Background: an optimization exercise with open tools, aiming at small area, a short achievable clock period and few clock cycles. Do not read the settings as production practice.
Only simulation tests tie the RTL to the original design; equivalence was not proved.
Power and IR drop assume default switching activity.

<file path="design/flow/design.v">
module autd3_cpu (
    input  wire        clk,
    input  wire        rst,
    input  wire        frame_valid,
    input  wire        tick_valid,
    output wire        evt_ready,
    output reg  [6:0]  hdr_addr,
    input  wire [7:0]  hdr_data,
    output reg  [7:0]  bulk_addr,
    input  wire [15:0] bulk_data,
    output reg         bus_valid,
    output reg         bus_we,
    output reg  [2:0]  bus_bank,
    output reg  [13:0] bus_addr,
    output reg  [15:0] bus_wdata,
    input  wire        bus_ready,
    input  wire [15:0] bus_rdata,
    input  wire [63:0] dc_now,
    input  wire [63:0] dc_next_start,
    input  wire [63:0] dc_period,
    output wire [15:0] tx_ack
);
    localparam [7:0]  N_TR_LAST      = 8'd248;       
    localparam [6:0]  MOD_CHUNK_MAX  = 7'd123;
    localparam [6:0]  POINT_MAX      = 7'd61;
    localparam [15:0] CPU_VERSION    = 16'h0107;
    localparam [64:0] SYNC_GUARD     = 65'd200000;
    localparam [2:0] BANK_CONFIG = 3'd0;
    localparam [2:0] BANK_MOD    = 3'd1;
    localparam [2:0] BANK_DRIVE  = 3'd2;
    localparam [2:0] BANK_SEQ    = 3'd3;
    localparam [2:0] BANK_DELAY  = 3'd4;
    localparam [13:0] CTRL_FLAG       = 14'h00;
    localparam [13:0] FPGA_INFO       = 14'h01;
    localparam [13:0] FPGA_VERSION    = 14'h02;
    localparam [13:0] MOD_BANK_OFFSET = 14'h03;
    localparam [13:0] MOD_CYCLE       = 14'h04;
    localparam [13:0] SEQ_BANK_OFFSET = 14'h05;
    localparam [13:0] SEQ_CYCLE       = 14'h06;
    localparam [13:0] SEQ_DIV         = 14'h07;
    localparam [13:0] MOD_SYNC_TIME   = 14'h08;
    localparam [13:0] SEQ_SYNC_TIME   = 14'h0C;
    localparam [7:0] CMD_CLEAR     = 8'h00;
    localparam [7:0] CMD_RD_CPU_L  = 8'h01;
    localparam [7:0] CMD_RD_CPU_M  = 8'h02;
    localparam [7:0] CMD_RD_FPGA_L = 8'h03;
    localparam [7:0] CMD_RD_FPGA_M = 8'h04;
    localparam [7:0] CMD_OPERATE   = 8'h05;
    localparam [7:0] CMD_SEQ_POINT = 8'h06;
    localparam [7:0] CMD_SEQ_GAIN  = 8'h07;
    localparam [7:0] CMD_SET_DELAY = 8'h08;
    localparam [1:0] MODE_FULL       = 2'd0;
    localparam [1:0] MODE_PHASE_FULL = 2'd1;
    localparam [1:0] MODE_PHASE_HALF = 2'd2;
    localparam [5:0]
        S_CLR_DRV  = 6'd0,    
        S_CLR_REG  = 6'd1,    
        S_IDLE     = 6'd2,
        S_H0       = 6'd3,    
        S_H1       = 6'd4,
        S_H2       = 6'd5,
        S_H3       = 6'd6,
        S_INFO     = 6'd7,    
        S_DISP     = 6'd8,
        S_VER      = 6'd9,    
        S_DRV      = 6'd10,   
        S_MSTART   = 6'd11,
        S_MB       = 6'd12,   
        S_MLEN     = 6'd13,
        S_MBYTE    = 6'd14,
        S_MSEG     = 6'd15,
        S_MEND     = 6'd16,
        S_MCARRY   = 6'd17,
        S_MCYC     = 6'd18,
        S_FLAGS    = 6'd19,
        S_SB_OFF   = 6'd20,   
        S_SB_DIV   = 6'd21,
        S_GMODE    = 6'd22,
        S_PLEN     = 6'd23,
        S_PW       = 6'd24,
        S_PSEG     = 6'd25,
        S_GW       = 6'd26,
        S_GSEG     = 6'd27,
        S_SENDCHK  = 6'd28,
        S_SEND     = 6'd29,
        S_DLY      = 6'd30,
        S_DONE     = 6'd31,
        S_T0       = 6'd32,   
        S_T1       = 6'd33,
        S_RDN      = 6'd34,
        S_POLL     = 6'd35,
        S_CMP      = 6'd36,
        S_WT       = 6'd37,
        S_INIT     = 6'd38,
        S_AWAIT    = 6'd39,
        S_FIN      = 6'd40,
        S_FINFO    = 6'd41,
        S_TEND     = 6'd42;
    reg [5:0]  state;
    reg        from_reset;      
    reg [7:0]  idx;
    reg [5:0]  rec;
    reg [1:0]  kw;
    reg [1:0]  jc;
    reg [2:0]  creg;
    reg [6:0]  nlen;
    reg [7:0]  msg_id;
    reg [7:0]  fpga_in;
    reg [7:0]  cpu_in;
    reg [7:0]  cmd;
    reg [7:0]  last_msg_id;
    reg [15:0] ack_w;           
    reg [15:0] ack;             
    reg        ack_info_req;
    reg [15:0] tx_ack_r;
    reg [7:0]  fpga_flags;
    reg [31:0] mod_cursor;
    reg [31:0] mod_cycle;
    reg [7:0]  mod_carry;
    reg        mod_carry_valid;
    reg        mod_pending;
    reg [31:0] seq_cursor;
    reg [31:0] seq_cycle;
    reg [1:0]  seq_data_mode;
    reg        seq_pending;
    reg        which;           
    reg [63:0] sync_n;
    reg [63:0] sync_now;
    reg [63:0] target;
    assign evt_ready = (state == S_IDLE);
    assign tx_ack    = tx_ack_r;
    wire [31:0] mod_cursor_inc = mod_cursor + 32'd1;
    wire [31:0] mod_cursor_dec = mod_cursor - 32'd1;
    wire [31:0] seq_cursor_inc = seq_cursor + 32'd1;
    wire [6:0]  hdr_len   = (hdr_data > {1'b0, MOD_CHUNK_MAX}) ? MOD_CHUNK_MAX : hdr_data[6:0];
    wire [6:0]  point_len = (bulk_data > {9'd0, POINT_MAX}) ? POINT_MAX : bulk_data[6:0];
    wire [1:0]  gain_last = (seq_data_mode == MODE_PHASE_FULL) ? 2'd1 :
                            (seq_data_mode == MODE_PHASE_HALF) ? 2'd3 : 2'd0;
    reg  [15:0] gain_word;
    reg  [3:0]  nib;
    always @* begin
        nib = bulk_data[3:0];
        case (jc)
            2'd0: nib = bulk_data[3:0];
            2'd1: nib = bulk_data[7:4];
            2'd2: nib = bulk_data[11:8];
            2'd3: nib = bulk_data[15:12];
        endcase
        case (seq_data_mode)
            MODE_PHASE_FULL: gain_word = {8'hFF, jc[0] ? bulk_data[15:8] : bulk_data[7:0]};
            MODE_PHASE_HALF: gain_word = {8'hFF, nib, nib};
            default:         gain_word = bulk_data;
        endcase
    end
    reg [13:0] clr_off;
    reg [15:0] clr_val;
    always @* begin
        case (creg)
            3'd0:    begin clr_off = MOD_BANK_OFFSET; clr_val = 16'h0000; end
            3'd1:    begin clr_off = MOD_CYCLE;       clr_val = 16'h0000; end
            3'd2:    begin clr_off = SEQ_BANK_OFFSET; clr_val = 16'h0000; end
            3'd3:    begin clr_off = SEQ_CYCLE;       clr_val = 16'h0000; end
            3'd4:    begin clr_off = SEQ_DIV;         clr_val = 16'h0000; end
            default: begin clr_off = CTRL_FLAG;       clr_val = 16'h0004; end
        endcase
    end
    wire [64:0] guard_limit  = {1'b0, sync_n} + SYNC_GUARD;
    wire [64:0] period_limit = {1'b0, sync_n} + {1'b0, dc_period};
    wire        before_guard = {1'b0, sync_now} < guard_limit;
    wire        overshoot    = {1'b0, sync_now} >= period_limit;
    reg [15:0] target_word;
    always @* begin
        case (kw)
            2'd0: target_word = target[15:0];
            2'd1: target_word = target[31:16];
            2'd2: target_word = target[47:32];
            default: target_word = target[63:48];
        endcase
    end
    always @* begin
        bus_valid = 1'b0;
        bus_we    = 1'b1;
        bus_bank  = BANK_CONFIG;
        bus_addr  = 14'd0;
        bus_wdata = 16'd0;
        hdr_addr  = 7'd0;
        bulk_addr = 8'd0;
        case (state)
            S_CLR_DRV: begin
                bus_valid = 1'b1; bus_bank = BANK_DRIVE; bus_addr = {6'd0, idx};
                bus_wdata = 16'h0000;
            end
            S_CLR_REG: begin
                bus_valid = 1'b1; bus_addr = clr_off; bus_wdata = clr_val;
            end
            S_H0: hdr_addr = 7'd0;
            S_H1: hdr_addr = 7'd1;
            S_H2: hdr_addr = 7'd2;
            S_H3: hdr_addr = 7'd3;
            S_INFO, S_FINFO: begin
                bus_valid = 1'b1; bus_we = 1'b0; bus_addr = FPGA_INFO;
            end
            S_VER: begin
                bus_valid = 1'b1; bus_we = 1'b0; bus_addr = FPGA_VERSION;
            end
            S_DRV: begin
                bulk_addr = idx;
                bus_valid = 1'b1; bus_bank = BANK_DRIVE; bus_addr = {6'd0, idx};
                bus_wdata = bulk_data;
            end
            S_DLY: begin
                bulk_addr = idx;
                bus_valid = 1'b1; bus_bank = BANK_DELAY; bus_addr = {6'd0, idx};
                bus_wdata = bulk_data;
            end
            S_MB: begin
                bus_valid = 1'b1; bus_addr = MOD_BANK_OFFSET; bus_wdata = 16'h0000;
            end
            S_MLEN: hdr_addr = 7'd4;
            S_MBYTE: begin
                hdr_addr = 7'd4 + idx[6:0];
                if (mod_carry_valid) begin
                    bus_valid = 1'b1; bus_bank = BANK_MOD;
                    bus_addr  = mod_cursor_dec[14:1];
                    bus_wdata = {hdr_data, mod_carry};
                end
            end
            S_MSEG: begin
                bus_valid = 1'b1; bus_addr = MOD_BANK_OFFSET; bus_wdata = mod_cursor[30:15];
            end
            S_MCARRY: begin
                bus_valid = 1'b1; bus_bank = BANK_MOD;
                bus_addr  = mod_cursor_dec[14:1];
                bus_wdata = {8'h00, mod_carry};
            end
            S_MCYC: begin
                bus_valid = 1'b1; bus_addr = MOD_CYCLE; bus_wdata = mod_cycle[15:0];
            end
            S_FLAGS: begin
                bus_valid = 1'b1; bus_addr = CTRL_FLAG; bus_wdata = {8'h00, fpga_in};
            end
            S_SB_OFF: begin
                bus_valid = 1'b1; bus_addr = SEQ_BANK_OFFSET; bus_wdata = 16'h0000;
            end
            S_SB_DIV: begin
                bulk_addr = 8'd1;
                bus_valid = 1'b1; bus_addr = SEQ_DIV; bus_wdata = bulk_data;
            end
            S_GMODE, S_PLEN: bulk_addr = 8'd0;
            S_PW: begin
                bulk_addr = 8'd4 + {rec, kw};
                bus_valid = 1'b1; bus_bank = BANK_SEQ;
                bus_addr  = {1'b0, seq_cursor[10:0], kw};
                bus_wdata = bulk_data;
            end
            S_PSEG: begin
                bus_valid = 1'b1; bus_addr = SEQ_BANK_OFFSET; bus_wdata = seq_cursor[26:11];
            end
            S_GW: begin
                bulk_addr = idx;
                bus_valid = 1'b1; bus_bank = BANK_SEQ;
                bus_addr  = {seq_cursor[5:0], idx};
                bus_wdata = gain_word;
            end
            S_GSEG: begin
                bus_valid = 1'b1; bus_addr = SEQ_BANK_OFFSET; bus_wdata = seq_cursor[21:6];
            end
            S_SEND: begin
                bus_valid = 1'b1; bus_addr = SEQ_CYCLE; bus_wdata = seq_cycle[15:0];
            end
            S_WT: begin
                bus_valid = 1'b1;
                bus_addr  = (which ? SEQ_SYNC_TIME : MOD_SYNC_TIME) + {12'd0, kw};
                bus_wdata = target_word;
            end
            S_INIT: begin
                bus_valid = 1'b1; bus_addr = CTRL_FLAG;
                bus_wdata = {6'd0, which, ~which, fpga_flags};
            end
            S_AWAIT: begin
                bus_valid = 1'b1; bus_we = 1'b0; bus_addr = CTRL_FLAG;
            end
            default: ;
        endcase
    end
    wire done_acc = bus_valid & bus_ready;    
    always @(posedge clk) begin
        if (rst) begin
            state           <= S_CLR_DRV;
            from_reset      <= 1'b1;
            idx             <= 8'd0;
            rec             <= 6'd0;
            kw              <= 2'd0;
            jc              <= 2'd0;
            creg            <= 3'd0;
            nlen            <= 7'd0;
            msg_id          <= 8'd0;
            fpga_in         <= 8'd0;
            cpu_in          <= 8'd0;
            cmd             <= 8'd0;
            last_msg_id     <= 8'd0;
            ack_w           <= 16'd0;
            ack             <= 16'd0;
            ack_info_req    <= 1'b0;
            tx_ack_r        <= 16'd0;
            fpga_flags      <= 8'h04;
            mod_cursor      <= 32'd0;
            mod_cycle       <= 32'd0;
            mod_carry       <= 8'd0;
            mod_carry_valid <= 1'b0;
            mod_pending     <= 1'b0;
            seq_cursor      <= 32'd0;
            seq_cycle       <= 32'd0;
            seq_data_mode   <= MODE_FULL;
            seq_pending     <= 1'b0;
            which           <= 1'b0;
            sync_n          <= 64'd0;
            sync_now        <= 64'd0;
            target          <= 64'd0;
        end else begin
            case (state)
                S_CLR_DRV: if (done_acc) begin
                    if (idx == N_TR_LAST) begin
                        idx  <= 8'd0;
                        creg <= 3'd0;
                        state <= S_CLR_REG;
                    end else begin
                        idx <= idx + 8'd1;
                    end
                end
                S_CLR_REG: if (done_acc) begin
                    if (creg == 3'd5) begin
                        mod_cursor      <= 32'd0;
                        mod_cycle       <= 32'd0;
                        mod_carry       <= 8'd0;
                        mod_carry_valid <= 1'b0;
                        seq_cursor      <= 32'd0;
                        seq_cycle       <= 32'd0;
                        seq_data_mode   <= MODE_FULL;
                        fpga_flags      <= 8'h04;
                        mod_pending     <= 1'b0;
                        seq_pending     <= 1'b0;
                        state <= from_reset ? S_IDLE : S_DONE;
                    end else begin
                        creg <= creg + 3'd1;
                    end
                end
                S_IDLE: begin
                    if (frame_valid)     state <= S_H0;
                    else if (tick_valid) state <= S_T0;
                end
                S_H0: begin
                    msg_id <= hdr_data;
                    state  <= (hdr_data == last_msg_id) ? S_IDLE : S_H1;
                end
                S_H1: begin
                    fpga_in <= hdr_data;
                    state   <= S_H2;
                end
                S_H2: begin
                    cpu_in <= hdr_data;
                    state  <= S_H3;
                end
                S_H3: begin
                    cmd          <= hdr_data;
                    ack_w        <= {msg_id, 8'h00};
                    ack_info_req <= cpu_in[5];
                    state        <= cpu_in[5] ? S_INFO : S_DISP;
                end
                S_INFO: if (done_acc) begin
                    ack_w[7:0] <= bus_rdata[7:0];
                    state      <= S_DISP;
                end
                S_DISP: begin
                    idx <= 8'd0;
                    case (cmd)
                        CMD_CLEAR: begin
                            from_reset <= 1'b0;
                            state      <= S_CLR_DRV;
                        end
                        CMD_RD_CPU_L: begin
                            ack_w[7:0] <= CPU_VERSION[7:0];
                            state      <= S_DONE;
                        end
                        CMD_RD_CPU_M: begin
                            ack_w[7:0] <= CPU_VERSION[15:8];
                            state      <= S_DONE;
                        end
                        CMD_RD_FPGA_L, CMD_RD_FPGA_M: state <= S_VER;
                        CMD_OPERATE:   state <= fpga_in[4] ? S_MSTART : S_DRV;
                        CMD_SEQ_POINT: state <= cpu_in[2] ? S_SB_OFF : S_PLEN;
                        CMD_SEQ_GAIN: begin
                            jc    <= 2'd0;
                            state <= cpu_in[2] ? S_SB_OFF : S_GW;
                        end
                        CMD_SET_DELAY: state <= S_DLY;
                        default:       state <= S_DONE;
                    endcase
                end
                S_VER: if (done_acc) begin
                    ack_w[7:0] <= (cmd == CMD_RD_FPGA_L) ? bus_rdata[7:0] : bus_rdata[15:8];
                    state      <= S_DONE;
                end
                S_DRV: if (done_acc) begin
                    if (idx == N_TR_LAST) state <= S_MSTART;
                    else                  idx   <= idx + 8'd1;
                end
                S_MSTART: state <= cpu_in[0] ? S_MB : S_MLEN;
                S_MB: if (done_acc) begin
                    mod_cursor      <= 32'd0;
                    mod_cycle       <= 32'd0;
                    mod_carry       <= 8'd0;
                    mod_carry_valid <= 1'b0;
                    state           <= S_MLEN;
                end
                S_MLEN: begin
                    nlen  <= hdr_len;
                    idx   <= 8'd1;
                    state <= (hdr_len == 7'd0) ? S_MEND : S_MBYTE;
                end
                S_MBYTE: begin
                    if (!mod_carry_valid || bus_ready) begin
                        if (mod_carry_valid) begin
                            mod_carry_valid <= 1'b0;
                        end else begin
                            mod_carry       <= hdr_data;
                            mod_carry_valid <= 1'b1;
                        end
                        mod_cursor <= mod_cursor_inc;
                        mod_cycle  <= mod_cycle + 32'd1;
                        if (mod_cursor_inc[14:0] == 15'd0)  state <= S_MSEG;
                        else if (idx[6:0] == nlen)          state <= S_MEND;
                        else                                idx   <= idx + 8'd1;
                    end
                end
                S_MSEG: if (done_acc) begin
                    if (idx[6:0] == nlen) begin
                        state <= S_MEND;
                    end else begin
                        idx   <= idx + 8'd1;
                        state <= S_MBYTE;
                    end
                end
                S_MEND: begin
                    if (!cpu_in[1])          state <= S_FLAGS;
                    else if (mod_carry_valid) state <= S_MCARRY;
                    else                      state <= S_MCYC;
                end
                S_MCARRY: if (done_acc) state <= S_MCYC;
                S_MCYC: if (done_acc) begin
                    mod_pending <= 1'b1;
                    state       <= S_FLAGS;
                end
                S_FLAGS: if (done_acc) begin
                    fpga_flags <= fpga_in;
                    state      <= S_DONE;
                end
                S_SB_OFF: if (done_acc) begin
                    seq_cursor <= 32'd0;
                    seq_cycle  <= 32'd0;
                    state      <= S_SB_DIV;
                end
                S_SB_DIV: if (done_acc) begin
                    state <= (cmd == CMD_SEQ_GAIN) ? S_GMODE : S_PLEN;
                end
                S_GMODE: begin
                    if (bulk_data == 16'd1)      seq_data_mode <= MODE_PHASE_FULL;
                    else if (bulk_data == 16'd2) seq_data_mode <= MODE_PHASE_HALF;
                    else                         seq_data_mode <= MODE_FULL;
                    state <= S_SENDCHK;
                end
                S_PLEN: begin
                    nlen  <= point_len;
                    rec   <= 6'd0;
                    kw    <= 2'd0;
                    state <= (point_len == 7'd0) ? S_SENDCHK : S_PW;
                end
                S_PW: if (done_acc) begin
                    kw <= kw + 2'd1;
                    if (kw == 2'd3) begin
                        seq_cursor <= seq_cursor_inc;
                        seq_cycle  <= seq_cycle + 32'd1;
                        if (seq_cursor_inc[10:0] == 11'd0)      state <= S_PSEG;
                        else if ({1'b0, rec} == nlen - 7'd1)     state <= S_SENDCHK;
                        else                                     rec   <= rec + 6'd1;
                    end
                end
                S_PSEG: if (done_acc) begin
                    if ({1'b0, rec} == nlen - 7'd1) begin
                        state <= S_SENDCHK;
                    end else begin
                        rec   <= rec + 6'd1;
                        state <= S_PW;
                    end
                end
                S_GW: if (done_acc) begin
                    if (idx == N_TR_LAST) begin
                        idx        <= 8'd0;
                        seq_cursor <= seq_cursor_inc;
                        seq_cycle  <= seq_cycle + 32'd1;
                        if (seq_cursor_inc[5:0] == 6'd0) state <= S_GSEG;
                        else if (jc == gain_last)        state <= S_SENDCHK;
                        else                             jc    <= jc + 2'd1;
                    end else begin
                        idx <= idx + 8'd1;
                    end
                end
                S_GSEG: if (done_acc) begin
                    if (jc == gain_last) begin
                        state <= S_SENDCHK;
                    end else begin
                        jc    <= jc + 2'd1;
                        state <= S_GW;
                    end
                end
                S_SENDCHK: state <= cpu_in[3] ? S_SEND : S_DONE;
                S_SEND: if (done_acc) begin
                    seq_pending <= 1'b1;
                    state       <= S_DONE;
                end
                S_DLY: if (done_acc) begin
                    if (idx == N_TR_LAST) state <= S_DONE;
                    else                  idx   <= idx + 8'd1;
                end
                S_DONE: begin
                    ack         <= ack_w;
                    last_msg_id <= msg_id;
                    state       <= S_IDLE;
                end
                S_T0: begin
                    if (mod_pending) begin
                        which <= 1'b0;
                        state <= S_RDN;
                    end else begin
                        state <= S_T1;
                    end
                end
                S_T1: begin
                    if (seq_pending) begin
                        which <= 1'b1;
                        state <= S_RDN;
                    end else begin
                        state <= S_TEND;
                    end
                end
                S_RDN: begin
                    sync_n <= dc_next_start;
                    state  <= S_POLL;
                end
                S_POLL: begin
                    sync_now <= dc_now;
                    state    <= S_CMP;
                end
                S_CMP: begin
                    if (before_guard) begin
                        state <= S_POLL;
                    end else if (overshoot) begin
                        state <= S_RDN;
                    end else begin
                        target <= period_limit[63:0];
                        kw     <= 2'd0;
                        state  <= S_WT;
                    end
                end
                S_WT: if (done_acc) begin
                    kw <= kw + 2'd1;
                    if (kw == 2'd3) state <= S_INIT;
                end
                S_INIT: if (done_acc) state <= S_AWAIT;
                S_AWAIT: if (done_acc) begin
                    if (!bus_rdata[{3'b100, which}]) state <= S_FIN;
                end
                S_FIN: begin
                    if (which) seq_pending <= 1'b0;
                    else       mod_pending <= 1'b0;
                    if (ack_info_req) state <= S_FINFO;
                    else              state <= which ? S_TEND : S_T1;
                end
                S_FINFO: if (done_acc) begin
                    ack[7:0] <= bus_rdata[7:0];
                    state    <= which ? S_TEND : S_T1;
                end
                S_TEND: begin
                    tx_ack_r <= ack;
                    state    <= S_IDLE;
                end
                default: state <= S_IDLE;
            endcase
        end
    end
endmodule
</file>
<file path="design/flow/run.sh">
#!/bin/bash
# synth_recipe.tcl (not shown) runs the flow's synth.tcl, then flattens the netlist and writes it again
# the make line also repeats each setting of config.mk as NAME=value (left out here)
make -C /OpenROAD-flow-scripts/flow DESIGN_CONFIG=/design/flow/config.mk WORK_HOME=/design/flow/orfs CLKGATE_MAP_FILE= SYNTH_SCRIPT=/design/flow/synth_recipe.tcl finish
</file>
<file path="design/flow/config.mk">
export PLATFORM = sky130hd
export DESIGN_NAME = autd3_cpu
export DESIGN_NICKNAME = autd3_cpu
export VERILOG_FILES = /design/flow/design.v
export SDC_FILE = /design/flow/constraint.sdc
export NUM_CORES = 4
export LEC_CHECK = 0
export CAP_MARGIN = 20
export CORE_MARGIN = 2
export CORE_UTILIZATION = 40
export PLACE_DENSITY = 0.6
export SLEW_MARGIN = 20
</file>
<file path="design/flow/constraint.sdc">
create_clock -name core_clock -period 9.0 [get_ports {clk}]
set_input_delay 1.8000 -clock core_clock [delete_from_list [all_inputs] [get_ports {clk}]]
set_output_delay 1.8000 -clock core_clock [all_outputs]
set_load 0.01 [all_outputs]
</file>
==> flow_metrics.tcl <==
set metrics [dict create \
    synth_seq_area_share 0.296 \
    finalCriticalPeriod_ps 7650 \
    grt_pass1_vias 27117 \
    yosysTopAreaCellShare 0.296 \
    finClkSkew_ps 14.0 \
    ios 304 \
    clk_pin_slew_worst_paths_ps 60 \
    synth_area_um2 28700 \
    synth_edf_count 0 \
    routed_wl_um 105000 \
    finalHoldViolCount 0 \
    initial_utilization 0.403 \
    syn-num-nets 4303 \
    cp-endpoint "target[57]" \
    internal-power_uw 3220 \
    fin_nets 4473 \
    synth_cells 3847 \
    syn_area_per_cell_um2 7.47 \
    areaGrowthSynthToFinish_pct 18.8 \
    cts_tree "done" \
    holdBufCountCts 0 \
    rows 98 \
    cap_violations 0 \
    cts_buffers 49 \
    arrival_ps 8140 \
    grt_max_degree 85 \
    core_um2 71400 \
    first_iter_violations 2972 \
    rsz0062_at_grt "no" \
    grt_pass1_wl_um 160000 \
    worstMarginPinSlew_ps 1140 \
    ys_warn_count 1 \
    clkLatencyLatePin_ps 610 \
    ys_ff_latch 425 \
    postCtsSetupRepairBufs 0 \
    cts-resized-gates 0 \
    grt_antenna_before_repair 2 \
    critPathMaxFanout 56 \
    seq_power_share 0.444 \
    grt_util_met1 0.356 \
    outcome "timing/DRC/antenna clean" \
    final_cells 5006 \
    p_sw_frac 0.242 \
    worst_r2r_endpoint "target[57]" \
    hp-class "reg2reg" \
    vias 29091 \
    cts_sinks 425 \
    power_switching_uw 1030 \
    endpoint_kind "flip-flop" \
    yosys-top-cells-count "nand2_1, a21oi_1, dfxtp_1" \
    port_buffers 303 \
    dp_cells 4916 \
    place_congestion 1.00 \
    die_width_um 272 \
    post-route-period-util 0.850 \
    grt-ovfl-total 0 \
    p_leak_uw 0.0126 \
    worst_slew_margin_rel 0.236 \
    crit_required_ps 9490 \
    dieArea_um2 74000 \
    final_max_slew_viol_count 0 \
    synth_area_leaders "dfxtp_1, ha_1, nand2_1" \
    finalSetupViolCount 0 \
    vias_per_cell 5.81 \
    crit_start "dc_period[16]" \
    ir_drop_mv 0.116 \
    cts_buffer_depth 3 \
    p_total_uw 4250 \
    tns_ps 0 \
    root_buffer "clkbuf_16" \
    grt_use_met3 0.0465 \
    async_reset_ff_frac 0 \
    wl_per_cell_um 21.0 \
    dp_hpwl_um 79300 \
    diodes 0 \
    grt_busiest_layer "met2" \
    rrSetupSlack_ps 2050 \
    synth.most_common_cell "nand2_1" \
    powerDensity_nw_per_um2 124 \
    yosys.area.top_type "dfxtp_1" \
    rr_startpoint "sync_n[29]" \
    path_class "in2reg" \
    finalHoldWorstSlack_ps 453 \
    fp.dieH_um 272 \
    grt.total_usage 0.273 \
    drive_gt1_frac 0.0498 \
    synth_flop_cell "dfxtp_1" \
    ys_types 87 \
    p_comb_frac 0.071 \
    met2_usage 0.457 \
    first_pass_iters 9 \
    startpoint_type "input pin" \
    drc_errors 0 \
    max_freq_mhz 131 \
    htreeDepth 2 \
    r2r_cells 22 \
    clkPwrFrac 0.484 \
    ant_nets 0 \
]
-- cell usage in the layout, fill, tap and decap left out, drive strengths merged, types with 88 or more instances in the layout --
cell	Yosys	routed
a21oi	426	426
clkdlybuf4s50	0	302
dfxtp	425	425
ha	218	218
nand2	677	677
nand3	118	118
nand4	88	88
nor2	326	326
o21ai	190	190
xnor2	115	115
xor2	110	110
-- worst min path at each step --
stage,to,start,depth (start not counted),slack (ps)
after floorplan,cmd[6],cmd[6],2,430
after global placement,cmd[6],cmd[6],2,440
after detailed placement,tx_ack_r[0],ack[0],2,440
after CTS,cmd[6],cmd[6],2,460
after global routing,tx_ack_r[15],ack[15],2,470
final,tx_ack_r[15],ack[15],2,450
-- power by group through the flow --
stage | Sequential, uW | Clock [uW] | Combinational [uW]
global route | 1890 | 2170 | 323
global placement | 1930 | 0 | 300
finish | 1890 | 2060 | 303
floorplan | 1930 | 0 | 122
detailed placement | 1930 | 0 | 299
CTS | 1890 | 2100 | 301
-- registers in the layout (all words and copies together) (netlist names), 7 cells and up --
register	cells
cmd	8
idx	8
ack	16
fpga_flags	8
fpga_in	8
last_msg_id	8
tx_ack_r	16
mod_carry	8
sync_now	64
sync_n	64
seq_cycle	16
mod_cursor	31
ack_w	16
mod_cycle	16
msg_id	8
target	64
seq_cursor	27
nlen	7
-- layout make-up --
type                            count  area [um2]
Inverter                           70         263
Clock buffer                       70        1440
Sequential cell                   425        8510
Clock inverter                     20         200
Timing Repair Buffer              358        3450
Tap cell                          950        1190
Multi-Input combinational cell   3113       19100
Fill cell                        7292       37200
-- stage by stage --
stage	utilization	instance area [um2]	worst slack, ps
floorplan	-	28700	2450
global placement	0.455	32500	901
detailed placement	0.455	32500	743
CTS	0.478	34100	1360
global route	0.479	34100	830
finish	0.479	34100	1350
-- worst max-delay path, stage by stage --
cell and delay, ps:
clkdlybuf4s50_1 430, ha_1 440, nand3_1 190, nor4_1 390, o2111ai_1 160, o211a_1 250, a21oi_1 570, a2111oi_0 270
o21a_1 300, nor2_1 190, nor2_1 80, xor2_1 150, ha_1 300, nand4_1 120, nor3_1 220, nand4_1 120
o21a_1 200, a221oi_1 280, o31ai_1 160, a31oi_4 480, or3_4 610, nor4_1 110, a311o_1 290
-- per-layer routing --
metal / vias up / part of all wire
met2: 1098 / 0.46
met1: 13651 / 0.43
met5: - / 0
met4: 0 / 0.037
met3: 213 / 0.073
li1: 14129 / -
-- cell families (layout without fill, tap and decap cells) --
kind of cell	Yosys count	count (layout)	share of synthesized area
xor gates and xnor gates	225	225	0.0686
DFF	425	425	0.296
buffers and inverters	309	518	0.0419
adders and majority gates	219	219	0.0956
AOI/OAI and AO/OA	1047	1047	0.230
and+or+nand+nor	1588	1588	0.256
muxes	34	34	0.0121
Testbench counts, summed over its fixed seeds: cycles 65,778.

==> what the ideal ports hide <==
How much do the figures lean on ideal ports? The routed layout below was timed once more, with nothing changed but the port constraints. Step 1, drivers: a clkbuf_16 drives clk and a buf_2 each remaining input, both assumed. Step 2, shift: input delay + t, output delay - t, t = (earliest + latest rising clock arrival at the registers) / 2. This alone moves slack from input paths to output paths. Slacks: ideal / step 1 / step 2; pairs: ideal / step 1.
t (ns): 0.665
slack for setup (ns): 1.352 / 1.394 / 0.729
clock arrival spread, ns: 0.020 / 0.019
pins driven straight from the clock port: 1
After both steps setup and hold are still met in this run. For this run, drivers alone change the setup slack by +0.042 ns; drivers and shift together by -0.623 ns.
